This design comes from an exercise in tuning for small area, a short achievable clock period and few clock cycles per item on the open sky130 flow, not from production work. Function was checked by simulation only, so behaviour that the tests miss may differ from the original. Power and IR drop assume default switching activity.

File: design/flow/config.mk
export PLATFORM = sky130hd
export DESIGN_NAME = harp_rxf
export DESIGN_NICKNAME = harp_rxf
export VERILOG_FILES = /design/flow/design.v
export SDC_FILE = /design/flow/constraint.sdc
export NUM_CORES = 4
export LEC_CHECK = 0
export CAP_MARGIN = 30
export CORE_MARGIN = 2
export CORE_UTILIZATION = 50
export CTS_BUF_LIST = sky130_fd_sc_hd__clkbuf_16
export CTS_CLUSTER_DIAMETER = 70
export CTS_CLUSTER_SIZE = 28
export SETUP_SLACK_MARGIN = 5
export SLEW_MARGIN = 40
File: design/flow/constraint.sdc
create_clock -name core_clock -period 12.0 [get_ports {clk}]
set_input_delay 2.4000 -clock core_clock [delete_from_list [all_inputs] [get_ports {clk}]]
set_output_delay 2.4000 -clock core_clock [all_outputs]
set_load 0.01 [all_outputs]
File: design/flow/design.v
module harp_rxf (
    input  wire       clk,
    input  wire       rst,         
    input  wire       in_valid,
    input  wire [7:0] in_data,
    output wire       in_ready,
    input  wire       flush,       
    output wire       out_valid,
    input  wire       out_ready,
    output wire [7:0] out_data,
    output wire       out_last,
    output wire [2:0] out_kind      
);
    localparam [2:0] K_BADLEN   = 3'd1,
                     K_CHECKSUM = 3'd2,
                     K_BADTYPE  = 3'd3,
                     K_BADPTYPE = 3'd4,
                     K_LENMIS   = 3'd5;
    localparam [2:0] S_L   = 3'd0,    
                     S_C   = 3'd1,    
                     S_CK  = 3'd2,    
                     S_P   = 3'd3,    
                     S_DEC = 3'd4;    
    reg  [7:0] mem_e [0:127];         
    reg  [7:0] mem_o [0:127];         
    reg  [8:0] tk;                    
    reg        iv;                    
    reg  [7:0] ib;
    reg  [7:0] rs;                    
    reg        wv;                    
    reg  [8:0] wp;                    
    reg        in_rdy;
    reg        fl_pend;               
    reg        fl_apply;              
    always @(posedge clk) begin
        if (wv && !wp[0]) mem_e[wp[7:1]] <= rs;
        if (wv &&  wp[0]) mem_o[wp[7:1]] <= rs;
    end
    reg  [15:0] rh_e, rh_o;
    reg  [7:0]  rl_e, rl_o;
    reg         ra_sw;                
    reg         a_v, a_f, a_2, a_l, a_c;
    reg  [8:0]  a_j;
    reg  [7:0]  lo, hi;
    reg         b_v, b_f, b_2, b_l, b_c;
    reg  [8:0]  b_j;
    reg         c_v;
    reg  [8:0]  c_j;
    reg  [7:0]  c_lo, c_hi;           
    reg  [7:0]  c_len;                
    reg  [8:0]  c_len2;               
    reg         c_badl;               
    reg         c_chk;                
    reg  [2:0]  c_pk;                 
    reg  [7:0] row_e [0:15];
    reg  [7:0] row_o [0:15];
    reg  [7:0] rd_e, rd_o;
    integer k, r;
    always @(*) begin
        for (r = 0; r < 16; r = r + 1) begin
            row_e[r] = 8'd0;
            row_o[r] = 8'd0;
            for (k = 0; k < 8; k = k + 1) begin
                row_e[r] = row_e[r] | (mem_e[8 * r + k] & {8{rl_e[k]}});
                row_o[r] = row_o[r] | (mem_o[8 * r + k] & {8{rl_o[k]}});
            end
        end
        rd_e = 8'd0;
        rd_o = 8'd0;
        for (r = 0; r < 16; r = r + 1) begin
            rd_e = rd_e | (row_e[r] & {8{rh_e[r]}});
            rd_o = rd_o | (row_o[r] & {8{rh_o[r]}});
        end
    end
    reg  [2:0] st;
    reg  [8:0] h;                     
    reg  [2:0] so;                    
    reg  [8:0] av;                    
    reg  [8:0] need;                  
    reg  [8:0] need2;                 
    reg  [8:0] hn;                    
    reg  [8:0] hl;                    
    reg  [7:0] hl1;                   
    reg  [8:0] h3;                    
    reg  [7:0] pb;                    
    reg  [7:0] sh;                    
    reg  [7:0] se;                    
    reg  [7:0] len;
    reg        have_p;
    reg        garb;
    reg        nn_iss;                
    wire [8:0] h1  = h + 9'd1;
    wire [8:0] sp  = h + {6'd0, so};
    wire [2:0] so_p1 = so + 3'd1;
    wire [2:0] so_m1 = (so == 3'd0) ? 3'd0 : so - 3'd1;
    wire       so_in = g_d && d_r1;   
    wire [2:0] so_dn = so_in ? so : so_m1;
    wire [8:0] av_w = av + {8'd0, wv};
    wire       whole = (av >= need);  
    reg  [1:0] rq_n;
    reg        rq0_err, rq1_err;
    reg  [2:0] rq0_kind, rq1_kind;
    reg  [7:0] rq0_len, rq1_len;
    reg  [8:0] rq0_st, rq1_st;
    reg  [7:0] rq0_pb, rq1_pb;
    wire       rq_full = rq_n[1];
    reg        lf_n0, lf_m2, lf_m4, lf_m8, lf_m6, lf_e1, lf_e2, lf_e4, lf_e8, lf_e6;
    reg        t_ok;
    reg  [2:0] p_kind;                
    wire [7:0] n_pay  = len - 8'd4;
    wire [3:0] len_ds = len[1:0] + len[3:2] + len[5:4] + len[7:6];
    wire [2:0] len_d2 = len_ds[1:0] + len_ds[3:2];
    wire [1:0] len_m3 = (len_d2 == 3'd3 || len_d2 == 3'd6) ? 2'd0 :
                        (len_d2 == 3'd4) ? 2'd1 :
                        (len_d2 == 3'd5) ? 2'd2 : len_d2[1:0];
    wire [7:0] typ    = sh - pb;
    wire       v_err  = !t_ok || (p_kind != 3'd0);
    wire [2:0] v_kind = !t_ok ? K_BADTYPE : p_kind;
    wire [7:0] b_len  = hi - lo;
    wire [7:0] b_base = b_len & 8'hDF;
    reg  [2:0] b_pk;
    always @(*) begin
        case (b_base)
            8'h01, 8'h81:        b_pk = (b_len[5] || lf_n0 || lf_e1) ? 3'd0 : K_LENMIS;
            8'h02, 8'h82:        b_pk = (lf_m2 && (b_len[5] || lf_n0 || lf_e2)) ? 3'd0 : K_LENMIS;
            8'h04, 8'h84, 8'h44: b_pk = (lf_m4 && (b_len[5] || lf_n0 || lf_e4)) ? 3'd0 : K_LENMIS;
            8'h08, 8'h88:        b_pk = (lf_m8 && (b_len[5] || lf_n0 || lf_e8)) ? 3'd0 : K_LENMIS;
            8'h10:               b_pk = (lf_m6 && (b_len[5] || lf_n0 || lf_e6)) ? 3'd0 : K_LENMIS;
            default:             b_pk = K_BADPTYPE;
        endcase
    end
    wire       d1   = (st == S_L) && c_v && (c_j == h);            
    wire       d3   = (st == S_CK) && c_v && (c_j == hl);          
    wire       d2   = (st == S_C || st == S_CK || st == S_P) && c_v && (c_j == h3);
    wire       cmpl = (av >= c_len2);                           
    reg        r2_inf;                
    reg        f_act;
    reg  [8:0] fo;                    
    reg  [8:0] frem;                  
    reg  [7:0] pout;                  
    reg  [7:0] pnext;                 
    reg  [11:0] oh;                   
    reg         ov;
    reg  [11:0] ob [0:3];
    reg  [2:0]  ob_n;
    reg  [1:0]  ob_rd, ob_wr;
    assign out_valid = ov;
    assign out_data  = oh[7:0];
    assign out_last  = oh[8];
    assign out_kind  = oh[11:9];
    assign in_ready  = in_rdy;
    reg  [2:0] oq_eff;                
    reg        f_want;                
    wire       f_two   = (frem >= 9'd2);
    wire       f_end   = (frem <= 9'd2);
    reg        d_want;
    reg        d_r1;                  
    reg        d_r3;                  
    reg        d_rn;                  
    reg        d_r2;                  
    wire [8:0] hn1 = hn + 9'd1;
    reg  [8:0] d_addr;
    reg  [7:0] d_addr1;               
    wire [8:0] sp1 = h1 + {6'd0, so};
    wire [8:0] hc  = h + {1'b0, c_len};
    wire [7:0] hc1 = h1[7:0] + c_len;
    wire       r1_ok = (av >= {6'd0, so} + 9'd2);
    always @(*) begin
        d_want  = 1'b0;
        d_r1    = 1'b0;
        d_r3    = 1'b0;
        d_rn    = 1'b0;
        d_r2    = 1'b0;
        d_addr  = sp;
        d_addr1 = sp1[7:0];
        case (st)
            S_L: begin
                if (d1 && !c_badl && cmpl) begin
                    d_want  = 1'b1;
                    d_r3    = 1'b1;
                    d_addr  = hc;
                    d_addr1 = hc1;
                end else begin
                    d_want  = r1_ok && (so <= 3'd3);
                    d_r1    = 1'b1;
                end
            end
            S_C: begin
                if (whole) begin
                    d_want  = 1'b1;
                    d_r3    = 1'b1;
                    d_addr  = hl;
                    d_addr1 = hl1;
                end else if (av >= 9'd5 && !have_p && !r2_inf) begin
                    d_want  = 1'b1;
                    d_r2    = 1'b1;
                    d_addr  = h3;
                    d_addr1 = h3[7:0] + 8'd1;
                end
            end
            S_CK, S_P: begin
                if (garb && st == S_CK && so == 3'd1 && r1_ok) begin
                    d_want  = 1'b1;
                    d_r1    = 1'b1;
                end else if (!have_p && !r2_inf) begin
                    d_want  = 1'b1;
                    d_r2    = 1'b1;
                    d_addr  = h3;
                    d_addr1 = h3[7:0] + 8'd1;
                end else if (!nn_iss && av >= need2) begin
                    d_want  = 1'b1;
                    d_rn    = 1'b1;
                    d_addr  = hn;
                    d_addr1 = hn1[7:0];
                end else if (st == S_CK && so == 3'd1 && r1_ok) begin
                    d_want  = 1'b1;
                    d_r1    = 1'b1;
                end
            end
            default: ;
        endcase
    end
    wire g_f = f_want;
    wire g_d = d_want && !f_want;
    wire [8:0] fo1     = fo + 9'd1;
    wire [8:0] r_addr  = g_f ? fo : d_addr;
    wire [7:0] r_addr1 = g_f ? fo1[7:0] : d_addr1;
    wire settled  = (st == S_L && av < 9'd2) || (st == S_C && !whole);
    wire [8:0] fp = f_act ? fo :
                    (rq_n != 2'd0 && !rq0_err) ? rq0_st :
                    (rq_n == 2'd2 && !rq1_err) ? rq1_st : h;
    wire [8:0] used = tk - fp;
    wire take  = in_rdy && in_valid && !flush;
    wire ftake = in_rdy && flush;
    wire rq_frame      = rq_n != 2'd0 && !rq0_err;
    wire f_chain       = g_f && f_end && rq_frame;
    wire f_idle        = !(a_v && a_f) && !(b_v && b_f);
    wire f_start_frame = !f_act && rq_frame && f_idle;
    wire f_start_err   = !f_act && rq_n != 2'd0 && rq0_err && f_idle && oq_eff <= 3'd4;
    wire rq_pop        = f_start_frame || f_start_err || f_chain;
    reg        dec_push;
    reg        dp_err;
    reg  [2:0] dp_kind;
    reg  [7:0] dp_len;
    always @(*) begin
        dec_push = 1'b0;
        dp_err   = 1'b1;
        dp_kind  = K_BADLEN;
        dp_len   = len;
        if (d1 && c_badl) begin
            dec_push = !garb && !rq_full;
            dp_len   = c_len;
        end else if (d3 && !c_chk) begin
            dec_push = !garb && !rq_full;
            dp_kind  = K_CHECKSUM;
        end else if ((d3 && have_p) || st == S_DEC) begin
            dp_err   = v_err;
            dp_kind  = v_kind;
            dec_push = (!v_err || !garb) && !rq_full;
        end else if (st == S_P && d2) begin
            dp_err   = !t_ok || (c_pk != 3'd0);
            dp_kind  = !t_ok ? K_BADTYPE : c_pk;
            dec_push = (!dp_err || !garb) && !rq_full;
        end
    end
    wire dec_go = !rq_full || (dp_err && garb);    
    wire       pop = ov && out_ready;
    wire [7:0] fd0 = lo - pout;
    wire [7:0] fd1 = hi - lo;
    wire       push0 = (b_v && b_f) || f_start_err;
    wire       push1 = b_v && b_f && b_2;
    wire [7:0] pd0 = b_f ? fd0 : rq0_len;
    wire       pl0 = b_f ? (b_l && !b_2) : 1'b1;
    wire [2:0] pk0 = b_f ? 3'd0 : rq0_kind;
    wire [11:0] pe0 = {pk0, pl0, pd0};
    wire [11:0] pe1 = {3'd0, b_l, fd1};
    wire        oh_can  = (ob_n != 3'd0) || push0;
    wire        oh_take = (pop || !ov) && oh_can;
    wire [11:0] oh_src  = (ob_n != 3'd0) ? ob[ob_rd] : pe0;
    wire [2:0]  ob_np   = ob_n + {2'd0, push0} + {2'd0, push1};
    wire        f_act_n = f_start_frame || (f_act && !(g_f && f_end && !f_chain));
    wire [2:0]  oq_eff_p = oq_eff + {2'd0, f_start_err} +
                           (g_f ? (f_two ? 3'd2 : 3'd1) : 3'd0);
    wire [2:0]  oq_eff_q = oq_eff_p - 3'd1;
    integer i;
    always @(posedge clk) begin
        if (push0) ob[ob_wr] <= pe0;
        if (push1) ob[ob_wr + 2'd1] <= pe1;
        if (oh_take) oh <= oh_src;
        if (rq_pop) begin
            rq0_err <= rq1_err; rq0_kind <= rq1_kind; rq0_len <= rq1_len;
            rq0_st  <= rq1_st;  rq0_pb   <= rq1_pb;
        end
        if (dec_push) begin
            if (rq_n == 2'd0 || (rq_n == 2'd1 && rq_pop)) begin
                rq0_err <= dp_err; rq0_kind <= dp_kind; rq0_len <= dp_len;
                rq0_st  <= h;      rq0_pb   <= pb;
            end else begin
                rq1_err <= dp_err; rq1_kind <= dp_kind; rq1_len <= dp_len;
                rq1_st  <= h;      rq1_pb   <= pb;
            end
        end
        ra_sw <= r_addr[0];
        rh_o  <= 16'd1 << r_addr[7:4];
        rl_o  <= 8'd1 << r_addr[3:1];
        rh_e  <= 16'd1 << r_addr1[7:4];
        rl_e  <= 8'd1 << r_addr1[3:1];
        a_j   <= r_addr;
        a_f   <= g_f;
        a_2   <= f_two;
        a_l   <= f_end;
        a_c   <= f_chain;
        lo    <= ra_sw ? rd_o : rd_e;
        hi    <= ra_sw ? rd_e : rd_o;
        b_f   <= a_f;
        b_2   <= a_2;
        b_l   <= a_l;
        b_c   <= a_c;
        b_j   <= a_j;
        c_j    <= b_j;
        c_lo   <= lo;
        c_hi   <= hi;
        c_len  <= b_len;
        c_len2 <= {1'b0, b_len} + 9'd2;
        c_badl <= (b_len < 8'd4) || (b_len == 8'd255);
        c_chk  <= ((lo - pb) == b_len);
        c_pk   <= b_pk;
        ib <= in_data;
        if (iv) rs <= rs + ib;
        lf_n0 <= (n_pay == 8'd0);
        lf_m2 <= (n_pay[0] == 1'b0);
        lf_m4 <= (n_pay[1:0] == 2'b0);
        lf_m8 <= (n_pay[2:0] == 3'b0);
        lf_m6 <= !len[0] && (len_m3 == 2'd1);    
        lf_e1 <= (n_pay == 8'd1);
        lf_e2 <= (n_pay == 8'd2);
        lf_e4 <= (n_pay == 8'd4);
        lf_e8 <= (n_pay == 8'd8);
        lf_e6 <= (n_pay == 8'd6);
        t_ok  <= (typ == 8'h01) || (typ == 8'h02) || (typ == 8'h03) ||
                 (typ == 8'h09) || (typ == 8'h0A);
        if (rst) begin
            tk       <= 9'd0;
            wp       <= 9'd0;
            rs       <= 8'd0;
            iv       <= 1'b0;
            wv       <= 1'b0;
            in_rdy   <= 1'b1;
            fl_pend  <= 1'b0;
            fl_apply <= 1'b0;
            a_v      <= 1'b0;
            b_v      <= 1'b0;
            c_v      <= 1'b0;
            st       <= S_L;
            h        <= 9'd0;
            so       <= 3'd0;
            av       <= 9'd0;
            pb       <= 8'd0;
            have_p   <= 1'b0;
            r2_inf   <= 1'b0;
            garb     <= 1'b0;
            rq_n     <= 2'd0;
            f_act    <= 1'b0;
            ob_n     <= 3'd0;
            ob_rd    <= 2'd0;
            ob_wr    <= 2'd0;
            oq_eff   <= 3'd0;
            f_want   <= 1'b0;
            ov       <= 1'b0;
        end else begin
            iv <= take;
            wv <= iv;
            if (take) tk <= tk + 9'd1;
            if (wv) wp <= wp + 9'd1;
            if (ftake) fl_pend <= 1'b1;
            else if (fl_apply) fl_pend <= 1'b0;
            fl_apply <= fl_pend && !fl_apply && (wp == tk) && settled;
            in_rdy <= !fl_pend && !ftake && (take ? (used <= 9'd254) : (used <= 9'd255));
            a_v <= g_f || g_d;
            b_v <= a_v;
            c_v <= b_v && !b_f;
            rq_n <= rq_n + {1'b0, dec_push} - {1'b0, rq_pop};
            av <= av_w;
            if (so_in) so <= so_p1;
            if (g_d && d_rn) nn_iss <= 1'b1;
            if (g_d && d_r2) r2_inf <= 1'b1;
            if (d2) begin
                p_kind <= c_pk;
                have_p <= 1'b1;
            end
            case (st)
                S_L: begin
                    if (fl_apply) begin
                        h    <= wp;
                        so   <= 3'd0;
                        av   <= 9'd0;
                        pb   <= rs;
                        garb <= 1'b0;
                    end else if (d1) begin
                        if (c_badl) begin
                            if (!dec_go) begin
                                so <= 3'd0;                
                            end else begin
                                garb <= 1'b1;
                                h    <= h1;
                                so   <= so_dn;
                                av   <= av_w - 9'd1;
                                pb   <= c_lo;
                            end
                        end else begin
                            len    <= c_len;
                            sh     <= c_lo;
                            hn     <= hc + 9'd2;
                            nn_iss <= 1'b0;
                            r2_inf <= 1'b0;
                            hl     <= hc;
                            hl1    <= hc1;
                            h3     <= h + 9'd3;
                            have_p <= 1'b0;
                            so     <= 3'd1;
                            need   <= c_len2;
                            need2  <= c_len2 + 9'd2;
                            st     <= (g_d && d_r3) ? S_CK : S_C;
                        end
                    end
                end
                S_C: begin
                    if (fl_apply) begin
                        h    <= wp;
                        so   <= 3'd0;
                        av   <= 9'd0;
                        pb   <= rs;
                        garb <= 1'b0;
                        st   <= S_L;
                    end else if (g_d && d_r3)
                        st <= S_CK;
                end
                S_CK: begin
                    if (d3) begin
                        se <= c_hi;
                        if (!c_chk) begin
                            if (!dec_go) begin
                                so <= 3'd1;
                                st <= S_C;                 
                            end else begin
                                garb <= 1'b1;
                                h    <= h1;
                                so   <= so_dn;
                                av   <= av_w - 9'd1;
                                pb   <= sh;
                                st   <= S_L;
                            end
                        end else if (have_p) begin
                            if (dec_go) begin
                                garb <= dp_err;
                                h    <= hn;
                                so   <= (nn_iss || (g_d && d_rn)) ? 3'd1 : 3'd0;
                            av   <= av_w - need;
                                pb   <= c_hi;
                                st   <= S_L;
                            end else
                                st <= S_DEC;
                        end else
                            st <= S_P;
                    end
                end
                S_P: begin
                    if (d2) begin
                        if (dec_go) begin
                            garb <= dp_err;
                            h    <= hn;
                            so   <= (nn_iss || (g_d && d_rn)) ? 3'd1 : 3'd0;
                            av   <= av_w - need;
                            pb   <= se;
                            st   <= S_L;
                        end else
                            st <= S_DEC;
                    end
                end
                S_DEC: begin
                    if (dec_go) begin
                        garb <= dp_err;
                        h    <= hn;
                        so   <= 3'd0;
                            av   <= av_w - need;
                        pb   <= se;
                        st   <= S_L;
                    end
                end
                default: st <= S_L;
            endcase
            if (g_f) begin
                fo   <= fo + (f_two ? 9'd2 : 9'd1);
                frem <= frem - (f_two ? 9'd2 : 9'd1);
                if (f_chain) begin
                    fo    <= rq0_st;
                    frem  <= {1'b0, rq0_len} + 9'd2;
                    pnext <= rq0_pb;
                end else if (f_end)
                    f_act <= 1'b0;
            end
            if (b_v && b_f) begin
                if (!b_l)     pout <= b_2 ? hi : lo;
                else if (b_c) pout <= pnext;
            end
            if (f_start_frame) begin
                f_act <= 1'b1;
                fo    <= rq0_st;
                frem  <= {1'b0, rq0_len} + 9'd2;
                pout  <= rq0_pb;
            end
            ob_wr  <= ob_wr + {1'b0, push0} + {1'b0, push1};
            ob_rd  <= ob_rd + {1'b0, oh_take};
            ob_n   <= oh_take ? ob_np - 3'd1 : ob_np;
            ov     <= (pop || !ov) ? oh_can : 1'b1;
            oq_eff <= pop ? oq_eff_q : oq_eff_p;
            f_want <= f_act_n && (pop ? (oq_eff_q <= 3'd3) : (oq_eff_p <= 3'd3));
        end
    end
endmodule
File: design/flow/run.sh
#!/bin/bash
# synth_recipe.tcl (not shown) runs the flow's synth.tcl, then flattens the netlist and writes it again
# the make line also repeats each setting of config.mk as NAME=value (left out here)
make -C /OpenROAD-flow-scripts/flow DESIGN_CONFIG=/design/flow/config.mk WORK_HOME=/design/flow/orfs CLKGATE_MAP_FILE= SYNTH_SCRIPT=/design/flow/synth_recipe.tcl finish
==> results of run 1 <==
==> final timing paths <==
kind	from	end	slack [ns]	cells after the start
worst min-delay path	a_l$_DFF_P_	b_l$_DFF_P_	0.33	0
worst max-delay path	h[0]$_SDFFE_PP0P_	rh_e[3]$_SDFF_PP0_	7.47	13
worst max register to register	h[0]$_SDFFE_PP0P_	rh_e[3]$_SDFF_PP0_	7.47	13
worst min register to register	a_l$_DFF_P_	b_l$_DFF_P_	0.33	0
==> sequential cells by signal, summed over array words and instances, names as in the netlist, 12 cells and up <==
| register | cells |
|---|---|
| mem_e | 1024 |
| mem_o | 1024 |
| ob | 48 |
| oh | 12 |
| rh_e | 16 |
| rh_o | 16 |
==> layer usage <==
layer	part of all wire, %	global-route usage, %
met5	0.0093	0
met1	42	41.1
met4	3.2	9.11
met2	46	43.5
met3	8.7	4.78
==> metrics by stage <==
step	power, mW	setup slack (ns)
floorplan	13.5	5.25
global placement	15.8	7.13
detailed placement	15.9	7.11
CTS	21.4	7.38
global route	22.1	7.08
finish	21.4	7.47
==> worst max-delay path: stages (launching register included) <==
cell	delay [ns]
dfxtp_1	0.69
inv_1	0.31
ha_1	0.44
ha_1	0.29
a21o_1	0.17
a21oi_1	0.34
o21ai_0	0.17
a2111oi_0	0.44
nor3_1	0.13
xnor2_1	0.19
a221o_1	0.38
o31ai_1	0.57
nand2_1	0.23
nor2_1	0.14
==> power by group through the flow <==
stage	combinational [mW]	sequential (mW)	clock, mW
2_1_floorplan	3.10	10.4	0
5_1_grt	5.52	10.6	5.94
4_1_cts	5.13	10.6	5.65
6_report	5.19	10.6	5.58
3_5_place_dp	5.11	10.8	0
3_3_place_gp	5.04	10.8	0
==> cell type report <==
cell class / count / area [µm²]
diodes: 3 / 7.51
clock buffers: 141 / 3530
clock inverters: 99 / 1310
fillers: 15912 / 89200
inverters: 147 / 552
multi-input cells: 3668 / 25400
flip-flops and latches: 2514 / 72800
well taps: 2640 / 3300
repair buffers: 132 / 1380
==> Yosys cell counts, types with 44 or more instances <==
master,count,area share (%)
a21oi_1,183,0.92
a22oi_1,1169,8.8
clkbuf_1,360,1.4
dfxtp_1,279,5.6
edfxtp_1,2235,68
ha_1,139,1.8
inv_1,141,0.53
mux2i_1,69,0.70
nand2_1,254,0.96
nand3_1,86,0.43
nand4_1,307,1.9
nor2_1,538,2.0
nor3_1,61,0.31
o21ai_0,147,0.74
o22ai_1,44,0.28
xnor2_1,135,1.2
xor2_1,84,0.74
==> logic make-up (layout without fill, tap and decap cells) <==
kind of cell / Yosys count / in the layout
buffers and inverters: 551 / 519
xor gates and xnor gates: 219 / 219
adders and majority gates: 161 / 161
AOI/OAI and AO/OA: 1775 / 1775
DFF: 2514 / 2514
and+or+nand+nor: 1413 / 1413
muxes: 100 / 100
other: 0 / 3
==> flow_metrics.py, run 1 <==
metrics = {
    "synth": {
        "synthFlopType": "edfxtp_1",
        "synth_fa_ha_area_share_pct": 2.19,
        "ys_async_sr_fraction_pct": 0,
        "synth_edf_count": 2235,
        "synth-compound-area-share_pct": 12.6,
        "yosys_warnings": 3,
        "syn-mean-instance-area_um2": 14.8,
        "synthCells": 6733,
        "syn_area_mm2": 0.0993,
        "synth_simple_gate_area_share_pct": 6.81,
        "ys_seq_area_share_pct": 73.2,
        "synth_top_family_by_area": "compound AO/OA/AOI/OAI gates",
        "synthXorXnorAreaFrac_pct": 1.93,
        "synth_nets": 6907,
        "synth_cell_type_count": 82,
        "synth-seq-cells": 2514,
        "synthMuxAreaShare_pct": 1.18,
    },
    "finish": {
        "layout_common_cells": "edfxtp_1, a22oi_1, nor2_1, nand4_1, dfxtp_1",
        "final_cell_count_no_fill": 9344,
        "drive_gt1_share_pct": 10.3,
        "area_growth_pct": 8.95,
        "fin_area_mm2": 0.108,
        "final_util_pct": 54.8,
        "final_common_cell": "edfxtp_1",
        "fin_nets": 6775,
    },
    "place": {
        "placed_cells": 9093,
        "place.gp.congestion": 0.956,
        "post_dp_cell_area_mm2": 0.103,
        "io_buffers": 26,
        "place_hpwl_um": 176000,
    },
    "power_and_ir_drop": {
        "peakVddDrop_mv": 0.170,
        "swShare_pct": 33.6,
        "p_clk_share_pct": 26.1,
        "combPwrFrac_pct": 24.3,
        "switchingPower_mw": 7.18,
        "pwr_density_cell_mw_per_mm2": 198,
        "total_leakage_power_nw": 34.2,
        "p_seq_share_pct": 49.6,
        "p_int_mw": 14.2,
    },
    "detailed_routing": {
        "wirelength_um": 291000,
        "wl_per_cell_um": 31.2,
        "num_vias": 60686,
        "ant_nets": 0,
        "first_pass_iters": 8,
        "drc": 0,
        "first_iter_violations": 7815,
        "via_per_inst": 6.49,
    },
    "worst_setup_path": {
        "cp-start-kind": "register",
        "crit_fanout": 12,
        "worstPathArrival_ns": 5.30,
        "critPathKind": "reg -> reg",
        "critPathRequiredTime_ns": 12.77,
        "end_kind": "register",
    },
    "timing": {
        "tns_ns": 0,
        "skew_ns": 0.0461,
        "finalHoldViolations": 0,
        "period_needed_ns": 4.53,
        "timing.hold.ws_ns": 0.330,
        "rsz0062_at_grt": "false",
        "slew_headroom_pct": 37.5,
        "tightest_slew_ns": 0.936,
        "setup_viol": 0,
        "fmax_mhz": 221,
        "drv_slew": 0,
        "period_share_pct": 37.8,
    },
    "clock_tree": {
        "cts_setup_buffers": 0,
        "hold_buffers": 0,
        "numCtsBuffers": 138,
        "htree_levels": 4,
        "cts_tree": "done",
        "path_clk_slew_ns": 0.10,
        "cts_max_path_buffers": 3,
        "cts.sinks": 2514,
        "cts-root-buf": "clkbuf_16",
        "clk_latency_ns": 0.85,
        "cts_resized": 0,
    },
    "global_route": {
        "grt_max_degree": 195,
        "antenna_found_initial": 7,
        "grt_pass1_vias": 57750,
        "grt_use_total_pct": 28.3,
        "overflow": 0,
        "grt_pass1_wl_um": 418000,
    },
    "floorplan": {
        "core_mm2": 0.197,
        "initial_core_util_pct": 50.3,
        "rows": 163,
        "io_pins": 27,
        "die_area_mm2": 0.202,
        "die_y_um": 450,
        "die-width_um": 450,
    },
    "status": {
        "status": "timing/DRC/antenna clean",
    },
    "hold_path": {
        "hold_path_class": "reg -> reg",
    },
    "job": {
        "drv_cap": 0,
    },
}
Testbench counts, summed over its fixed seeds: cycles 59,769, bytes 56,077.
==> inputs of run 2 (changes only) <==
--- a/design/flow/design.v
+++ b/design/flow/design.v
@@ -18,7 +18,12 @@
                      K_LENMIS   = 3'd5;
-    localparam [2:0] S_L   = 3'd0,    
-                     S_C   = 3'd1,    
-                     S_CK  = 3'd2,    
-                     S_P   = 3'd3,    
-                     S_DEC = 3'd4;    
+    localparam       S_L   = 0,       
+                     S_C   = 1,       
+                     S_CK  = 2,       
+                     S_P   = 3,       
+                     S_DEC = 4;       
+    localparam [4:0] O_L   = 5'b00001,
+                     O_C   = 5'b00010,
+                     O_CK  = 5'b00100,
+                     O_P   = 5'b01000,
+                     O_DEC = 5'b10000;
     reg  [7:0] mem_e [0:127];         
@@ -74,3 +79,3 @@
     end
-    reg  [2:0] st;
+    reg  [4:0] st;                    
     reg  [8:0] h;                     
@@ -131,5 +136,5 @@
     end
-    wire       d1   = (st == S_L) && c_v && (c_j == h);            
-    wire       d3   = (st == S_CK) && c_v && (c_j == hl);          
-    wire       d2   = (st == S_C || st == S_CK || st == S_P) && c_v && (c_j == h3);
+    wire       d1   = (st[S_L]) && c_v && (c_j == h);            
+    wire       d3   = (st[S_CK]) && c_v && (c_j == hl);          
+    wire       d2   = (st[S_C] || st[S_CK] || st[S_P]) && c_v && (c_j == h3);
     wire       cmpl = (av >= c_len2);                           
@@ -175,4 +180,4 @@
         d_addr1 = sp1[7:0];
-        case (st)
-            S_L: begin
+        case (1'b1)
+            st[S_L]: begin
                 if (d1 && !c_badl && cmpl) begin
@@ -187,3 +192,3 @@
             end
-            S_C: begin
+            st[S_C]: begin
                 if (whole) begin
@@ -200,4 +205,4 @@
             end
-            S_CK, S_P: begin
-                if (garb && st == S_CK && so == 3'd1 && r1_ok) begin
+            st[S_CK], st[S_P]: begin
+                if (garb && st[S_CK] && so == 3'd1 && r1_ok) begin
                     d_want  = 1'b1;
@@ -214,3 +219,3 @@
                     d_addr1 = hn1[7:0];
-                end else if (st == S_CK && so == 3'd1 && r1_ok) begin
+                end else if (st[S_CK] && so == 3'd1 && r1_ok) begin
                     d_want  = 1'b1;
@@ -227,3 +232,3 @@
     wire [7:0] r_addr1 = g_f ? fo1[7:0] : d_addr1;
-    wire settled  = (st == S_L && av < 9'd2) || (st == S_C && !whole);
+    wire settled  = (st[S_L] && av < 9'd2) || (st[S_C] && !whole);
     wire [8:0] fp = f_act ? fo :
@@ -255,3 +260,3 @@
             dp_kind  = K_CHECKSUM;
-        end else if ((d3 && have_p) || st == S_DEC) begin
+        end else if ((d3 && have_p) || st[S_DEC]) begin
             dp_err   = v_err;
@@ -259,3 +264,3 @@
             dec_push = (!v_err || !garb) && !rq_full;
-        end else if (st == S_P && d2) begin
+        end else if (st[S_P] && d2) begin
             dp_err   = !t_ok || (c_pk != 3'd0);
@@ -353,3 +358,3 @@
             c_v      <= 1'b0;
-            st       <= S_L;
+            st       <= O_L;
             h        <= 9'd0;
@@ -390,4 +395,4 @@
             end
-            case (st)
-                S_L: begin
+            case (1'b1)
+                st[S_L]: begin
                     if (fl_apply) begin
@@ -422,3 +427,3 @@
                             need2  <= c_len2 + 9'd2;
-                            st     <= (g_d && d_r3) ? S_CK : S_C;
+                            st     <= (g_d && d_r3) ? O_CK : O_C;
                         end
@@ -426,3 +431,3 @@
                 end
-                S_C: begin
+                st[S_C]: begin
                     if (fl_apply) begin
@@ -433,7 +438,7 @@
                         garb <= 1'b0;
-                        st   <= S_L;
+                        st   <= O_L;
                     end else if (g_d && d_r3)
-                        st <= S_CK;
+                        st <= O_CK;
                 end
-                S_CK: begin
+                st[S_CK]: begin
                     if (d3) begin
@@ -443,3 +448,3 @@
                                 so <= 3'd1;
-                                st <= S_C;                 
+                                st <= O_C;                 
                             end else begin
@@ -450,3 +455,3 @@
                                 pb   <= sh;
-                                st   <= S_L;
+                                st   <= O_L;
                             end
@@ -459,10 +464,10 @@
                                 pb   <= c_hi;
-                                st   <= S_L;
+                                st   <= O_L;
                             end else
-                                st <= S_DEC;
+                                st <= O_DEC;
                         end else
-                            st <= S_P;
+                            st <= O_P;
                     end
                 end
-                S_P: begin
+                st[S_P]: begin
                     if (d2) begin
@@ -474,8 +479,8 @@
                             pb   <= se;
-                            st   <= S_L;
+                            st   <= O_L;
                         end else
-                            st <= S_DEC;
+                            st <= O_DEC;
                     end
                 end
-                S_DEC: begin
+                st[S_DEC]: begin
                     if (dec_go) begin
@@ -486,6 +491,6 @@
                         pb   <= se;
-                        st   <= S_L;
+                        st   <= O_L;
                     end
                 end
-                default: st <= S_L;
+                default: st <= O_L;
             endcase
--- a/design/flow/config.mk
+++ b/design/flow/config.mk
@@ -11,4 +11,4 @@
 export CTS_BUF_LIST = sky130_fd_sc_hd__clkbuf_16
-export CTS_CLUSTER_DIAMETER = 70
-export CTS_CLUSTER_SIZE = 28
+export CTS_CLUSTER_DIAMETER = 60
+export CTS_CLUSTER_SIZE = 24
 export SETUP_SLACK_MARGIN = 5
==> run 2 against run 1 <==
  * Setup slack improved by 0.090 ns
  * Clock power is 8.1% higher
  * Worst hold slack lost 0.0076 ns
  * Via count is essentially flat
  * Critical path type is now reg -> out
  * Still clean on timing, DRC and antenna
  * Final area up 0.61%
  * Highest routed layer unchanged
  * Fmax is 2.0% higher
  * Clock skew down 0.0014 ns
  * Cell count is 0.64% higher
==> flow_metrics.py, run 2 <==
metrics = {
    "power_and_ir_drop": {
        "peakVddDrop_mv": 0.168,
        "total_leakage_power_nw": 34.6,
        "totalPowerFinal_mw": 21.7,
        "pwr_density_cell_mw_per_mm2": 199,
    },
    "worst_setup_path": {
        "critPathKind": "reg -> out",
        "reg2regPathDepth": 11,
        "critPathRequiredTime_ns": 9.60,
        "critPathSlowestCell": "clkdlybuf4s50_1",
        "path_delay_family": "buffers and inverters",
        "end_kind": "output pin",
        "crit_start": "in_rdy$_SDFF_PP1_",
        "crit_chain": "clkdlybuf4s50_1",
        "crit_fanout": 3,
        "worstPathArrival_ns": 2.04,
        "cp-start-kind": "register",
        "r2r-start": "h[1]$_SDFFE_PP0P_",
        "path_buf_inv": 1,
        "cp_slowest_stage_delay_ns": 0.63,
        "path_depth": 1,
    },
    "floorplan": {
        "io_pins": 27,
        "die-width_um": 450,
        "rows": 163,
        "die_area_mm2": 0.203,
        "die_y_um": 450,
        "core_mm2": 0.198,
        "initial_core_util_pct": 50.4,
    },
    "finish": {
        "layout_common_cells": "edfxtp_1, a22oi_1, nor2_1, nand4_1, dfxtp_1",
        "regArea_mm2": 0.0728,
        "final_common_cell": "edfxtp_1",
        "fillers": 15739,
        "fin_area_mm2": 0.109,
        "drive_gt1_share_pct": 10.6,
        "fin_nets": 6802,
        "area_growth_pct": 9.38,
        "multiInputGateArea_mm2": 0.0254,
    },
    "synth": {
        "synth_common_cells": "edfxtp_1, a22oi_1, nor2_1",
        "ys_seq_area_share_pct": 73.1,
        "yosysTopAreaCellShare_pct": 67.4,
        "synth_area_leaders": "edfxtp_1, a22oi_1, dfxtp_1",
        "synth_edf_count": 2235,
        "ys_async_sr_fraction_pct": 0,
        "syn_area_mm2": 0.0996,
        "synth_cell_type_count": 88,
        "syn-mean-instance-area_um2": 14.8,
        "synth.largest_area_cell": "edfxtp_1",
        "synth_most_common_cell": "edfxtp_1",
        "synthCells": 6738,
        "yosys_warnings": 3,
        "synth_nets": 6912,
        "synth-seq-cells": 2516,
        "synthFlopType": "edfxtp_1",
    },
    "place": {
        "place_hpwl_um": 175000,
        "io_buffers": 26,
        "post-place-ws_ns": 7.40,
        "place.gp.congestion": 0.933,
        "post_dp_cell_area_mm2": 0.103,
    },
    "status": {
        "status": "timing/DRC/antenna clean",
    },
    "clock_tree": {
        "cts.sinks": 2516,
        "htree_levels": 4,
        "numCtsBuffers": 165,
        "path_clk_slew_ns": 0.10,
        "cts_max_path_buffers": 3,
        "clk_latency_ns": 0.86,
        "cts_tree": "done",
        "cts_resized": 0,
        "cts-root-buf": "clkbuf_16",
        "hold_buffers": 0,
        "cts_setup_buffers": 0,
    },
    "detailed_routing": {
        "num_vias": 60700,
        "first_pass_iters": 5,
        "ant_nets": 0,
        "first_iter_violations": 7898,
        "wirelength_um": 286000,
        "drc": 0,
        "via_per_inst": 6.45,
        "wl_per_cell_um": 30.4,
    },
    "hold_path": {
        "hp-start": "a_j[2]$_DFF_P_",
        "worstHoldPathCells": 0,
        "hold_path_class": "reg -> reg",
    },
    "global_route": {
        "grt_use_total_pct": 27.8,
        "grt_pass1_vias": 57883,
        "grt_max_degree": 177,
        "antenna_found_initial": 7,
        "grt_pass1_wl_um": 414000,
        "overflow": 0,
    },
    "timing": {
        "slew_headroom_pct": 39.5,
        "rsz0062_at_grt": "false",
        "drv_slew": 0,
        "tightest_slew_ns": 0.908,
        "period_share_pct": 37.0,
        "setup_slack_ns": 7.56,
        "skew_ns": 0.0447,
        "setup_viol": 0,
        "fmax_mhz": 225,
        "tns_ns": 0,
        "timing.hold.ws_ns": 0.323,
        "period_needed_ns": 4.44,
        "finalHoldViolations": 0,
    },
    "job": {
        "drv_cap": 0,
    },
}
run 2: cell types whose count changed in the layout (fill, tap and decap cells not counted), sizes merged, moves of 11 or more:
cell	delta
mux2	-13
inv	+49
bufinv	-11
xor2	-15
a31oi	-30
a21oi	-11
clkbuf	+28
nand3	-15
mux2i	+19
run 2: worst reg2reg max path, stage by stage, from the launching register on:
cell and delay [ns]:
dfxtp_1 0.80, ha_1 0.44, xor2_1 0.42, ha_1 0.35, a21oi_1 0.29, o21bai_1 0.13
a2111oi_0 0.62, o21a_1 0.24, o32ai_1 0.11, o31ai_1 0.38, o21ai_0 0.29, nor2_1 0.15
run 2: final timing paths:
check / end / slack, ns
min: b_j[2]$_DFF_P_ / 0.32
min reg2reg: b_j[2]$_DFF_P_ / 0.32
max: in_ready / 7.56
max reg2reg: rh_e[4]$_SDFF_PP0_ / 7.74
run 2: stage by stage:
| step | cells | utilization (%) |
|---|---|---|
| after floorplan | 6738 | - |
| after global placement | 9095 | 51.9 |
| after detailed placement | 9097 | 52.1 |
| after CTS | 9398 | 55.0 |
| after global routing | 9403 | 55.1 |
| final | 9404 | 55.1 |
run 2: power by group:
| group | internal [mW] | switching, mW |
|---|---|---|
| Sequential | 9.96 | 0.678 |
| Combinational | 1.70 | 3.30 |
| Clock | 2.77 | 3.26 |
| Total | 14.4 | 7.24 |
run 2: kinds of logic (layout without fill, tap and decap cells):
family / Yosys count / after routing / share of synthesized area [%]
muxes: 106 / 106 / 1.22
and+or+nand+nor: 1424 / 1424 / 6.90
DFF: 2516 / 2516 / 73.1
other: 0 / 2 / 0
xor gates and xnor gates: 202 / 202 / 1.79
AOI/OAI and AO/OA: 1768 / 1768 / 12.7
adders and majority gates: 161 / 161 / 2.19
buffers and inverters: 561 / 585 / 2.16
run 2: final cells by class:
| class | count | share of cell area [%] |
|---|---|---|
| antenna | 2 | 0.00460 |
| tap | 2640 | 3.03 |
| clock buffer | 168 | 3.86 |
| multi-input combinational | 3661 | 23.4 |
| sequential | 2516 | 66.9 |
| clock inverter | 133 | 1.25 |
| inverter | 153 | 0.527 |
| timing repair buffer | 131 | 1.09 |
run 2: metal layers:
layer	global-route usage, %	vias to the layer above	part of all wire (%)
li1	-	26432	-
met1	40.7	30989	42
met2	43.5	2869	47
met3	3.99	408	8.2
met4	7.75	2	2.6
met5	0	-	0.0045
Testbench counts of run 2, summed over its fixed seeds: cycles 59,769, bytes 56,077.
==> inputs of run 3 (changes only) <==
--- a/design/flow/config.mk
+++ b/design/flow/config.mk
@@ -11,4 +11,4 @@
 export CTS_BUF_LIST = sky130_fd_sc_hd__clkbuf_16
-export CTS_CLUSTER_DIAMETER = 60
-export CTS_CLUSTER_SIZE = 24
+export CTS_CLUSTER_DIAMETER = 70
+export CTS_CLUSTER_SIZE = 28
 export SETUP_SLACK_MARGIN = 5
==> run 3 against run 2 <==
  * Setup slack is essentially flat
  * Non-clock buffer count is the same
  * Clock power shrank about 10%
  * Clock skew shrank 0.0026 ns
  * First-iteration DRC count shrank 5.8%
  * Combinational power is essentially flat
  * Cell count shrank 0.69%
  * Global-route usage shrank 0.087 points
  * Wire length shrank 0.25%
  * Die area is the same
  * Critical path type unchanged
  * Largest power group unchanged
==> flow_metrics.py, run 3 <==
metrics = {
    "status": {
        "status": "timing/DRC/antenna clean",
    },
    "floorplan": {
        "initial_core_util_pct": 50.4,
        "die_area_mm2": 0.203,
        "die_y_um": 450,
        "core_mm2": 0.198,
        "die-width_um": 450,
        "io_pins": 27,
        "rows": 163,
    },
    "clock_tree": {
        "cts_resized": 0,
        "cts_max_path_buffers": 3,
        "cts-root-buf": "clkbuf_16",
        "htree_levels": 4,
        "hold_buffers": 0,
        "cts_setup_buffers": 0,
        "path_clk_slew_ns": 0.10,
        "cts_tree": "done",
        "clk_latency_ns": 0.85,
        "cts.sinks": 2516,
        "numCtsBuffers": 134,
    },
    "synth": {
        "syn-mean-instance-area_um2": 14.8,
        "synth_nets": 6912,
        "yosys_warnings": 3,
        "synth_edf_count": 2235,
        "synth.largest_area_cell": "edfxtp_1",
        "ys_async_sr_fraction_pct": 0,
        "synth_area_leaders": "edfxtp_1, a22oi_1, dfxtp_1",
        "yosysTopAreaCellShare_pct": 67.4,
        "synth_common_cells": "edfxtp_1, a22oi_1, nor2_1",
        "ys_seq_area_share_pct": 73.1,
        "synth-seq-cells": 2516,
        "synthCells": 6738,
        "syn_area_mm2": 0.0996,
        "synthFlopType": "edfxtp_1",
        "synth_cell_type_count": 88,
        "synth_most_common_cell": "edfxtp_1",
    },
    "global_route": {
        "grt_use_total_pct": 27.7,
        "grt_pass1_wl_um": 412000,
        "grt_max_degree": 177,
        "grt_pass1_vias": 57497,
        "antenna_found_initial": 6,
        "overflow": 0,
    },
    "detailed_routing": {
        "num_vias": 60591,
        "wirelength_um": 285000,
        "drc": 0,
        "first_iter_violations": 7436,
        "first_pass_iters": 6,
        "wl_per_cell_um": 30.6,
        "ant_nets": 0,
        "via_per_inst": 6.49,
    },
    "worst_setup_path": {
        "cp_slowest_stage_delay_ns": 0.62,
        "end_kind": "output pin",
        "path_buf_inv": 1,
        "critPathSlowestCell": "clkdlybuf4s50_1",
        "crit_fanout": 3,
        "cp-start-kind": "register",
        "path_delay_family": "buffers and inverters",
        "critPathKind": "reg -> out",
        "worstPathArrival_ns": 2.04,
        "crit_chain": "clkdlybuf4s50_1",
        "critPathRequiredTime_ns": 9.60,
    },
    "power_and_ir_drop": {
        "totalPowerFinal_mw": 21.0,
        "pwr_density_cell_mw_per_mm2": 195,
        "total_leakage_power_nw": 34.1,
        "peakVddDrop_mv": 0.164,
    },
    "finish": {
        "area_growth_pct": 8.46,
        "final_common_cell": "edfxtp_1",
        "final_util_pct": 54.6,
        "layout_common_cells": "edfxtp_1, a22oi_1, nor2_1, nand4_1, dfxtp_1",
        "fin_nets": 6771,
        "final_cell_count_no_fill": 9339,
        "drive_gt1_share_pct": 9.72,
        "fin_area_mm2": 0.108,
    },
    "timing": {
        "tns_ns": 0,
        "drv_slew": 0,
        "rsz0062_at_grt": "false",
        "fmax_mhz": 225,
        "setup_slack_ns": 7.56,
        "finalHoldViolations": 0,
        "tightest_slew_ns": 0.914,
        "skew_ns": 0.0421,
        "period_share_pct": 37.0,
        "period_needed_ns": 4.44,
        "slew_headroom_pct": 39.0,
        "setup_viol": 0,
        "timing.hold.ws_ns": 0.316,
    },
    "place": {
        "post_dp_cell_area_mm2": 0.103,
        "placed_cells": 9097,
        "place_hpwl_um": 175000,
        "place.gp.congestion": 0.933,
        "io_buffers": 26,
        "post-place-ws_ns": 7.40,
    },
    "job": {
        "drv_cap": 0,
    },
    "hold_path": {
        "hold_path_class": "reg -> reg",
    },
}
-- run 3: cell counts after synthesis --
No cell type changed its count.
-- run 3: logic make-up (layout without fill, tap and decap cells) --
kind of cell,count (synthesis),in the layout,share of synthesized area [%]
other cells,0,1,0
compound gates,1768,1768,12.7
fa+ha+maj,161,161,2.19
buf+inv,561,521,2.16
xor+xnor,202,202,1.79
mux,106,106,1.22
flops,2516,2516,73.1
simple gates,1424,1424,6.90
-- run 3: path summary, 6_finish.rpt --
kind / to / cells after the start / slack [ns] / startpoint
min: b_j[2]$_DFF_P_ / 0 / 0.32 / a_j[2]$_DFF_P_
max: in_ready / 1 / 7.56 / in_rdy$_SDFF_PP1_
max reg2reg: rh_e[14]$_SDFF_PN0_ / 12 / 7.72 / h[1]$_SDFFE_PP0P_
min reg2reg: b_j[2]$_DFF_P_ / 0 / 0.32 / a_j[2]$_DFF_P_
-- run 3: area by class of cell --
type	count	area, µm²
Fill cell	15778	89600
Sequential cell	2516	72800
Multi-Input combinational cell	3661	25400
Clock buffer	136	3400
Tap cell	2640	3300
Clock inverter	101	1250
Timing Repair Buffer	131	1190
Inverter	153	574
Antenna cell	1	2.50
-- run 3: layer usage --
layer  track usage [%]  share of wire, %  vias to the layer above
met2              43.4                47                     2771
met4              7.52               2.6                        2
li1                  -                 -                    26342
met5                 0            0.0046                        -
met3              3.74               8.0                      399
met1              40.8                43                    31077
-- run 3: where the power goes --
| group | leakage [nW] | total, mW | internal [mW] | switching (mW) |
|---|---|---|---|---|
| Combinational | 8.89 | 4.99 | 1.70 | 3.30 |
| Sequential | 23.0 | 10.6 | 9.96 | 0.680 |
| Clock | 2.27 | 5.41 | 2.37 | 3.04 |

## port drivers added, routing unchanged
The flow's constraints put no driver on any port. The routed layouts listed below were extracted and timed again, unchanged, in two steps. Step 1 (the two cells are an assumption about what drives the block):
set clk [get_ports {clk}]
set_driving_cell -lib_cell sky130_fd_sc_hd__clkbuf_16 $clk
set_driving_cell -lib_cell sky130_fd_sc_hd__buf_2 [delete_from_list [all_inputs] $clk]
Step 2, shift: input delay + t, output delay - t, t = (earliest + latest rising clock arrival at the registers) / 2. This alone moves slack from input paths to output paths. a / b / c = ideal ports / drivers / drivers and shift; a / b = the first two.
run	t (ns)	slack for setup (ns)	hold slack, ns	worst slew at a driven data input, ns
run 1	0.903	7.467 / 7.467 / 7.070	0.330 / 0.330 / 0.330	0.05
run 2	0.915	7.556 / 7.470 / 7.342	0.323 / 0.323 / 0.323	0.07
run 3	0.912	7.556 / 7.469 / 7.360	0.316 / 0.316 / 0.316	0.07
After both steps every run listed still meets setup and hold. The setup slack of run 1, which loses most, moves by 0.000 ns with the drivers and by -0.397 ns with both steps.
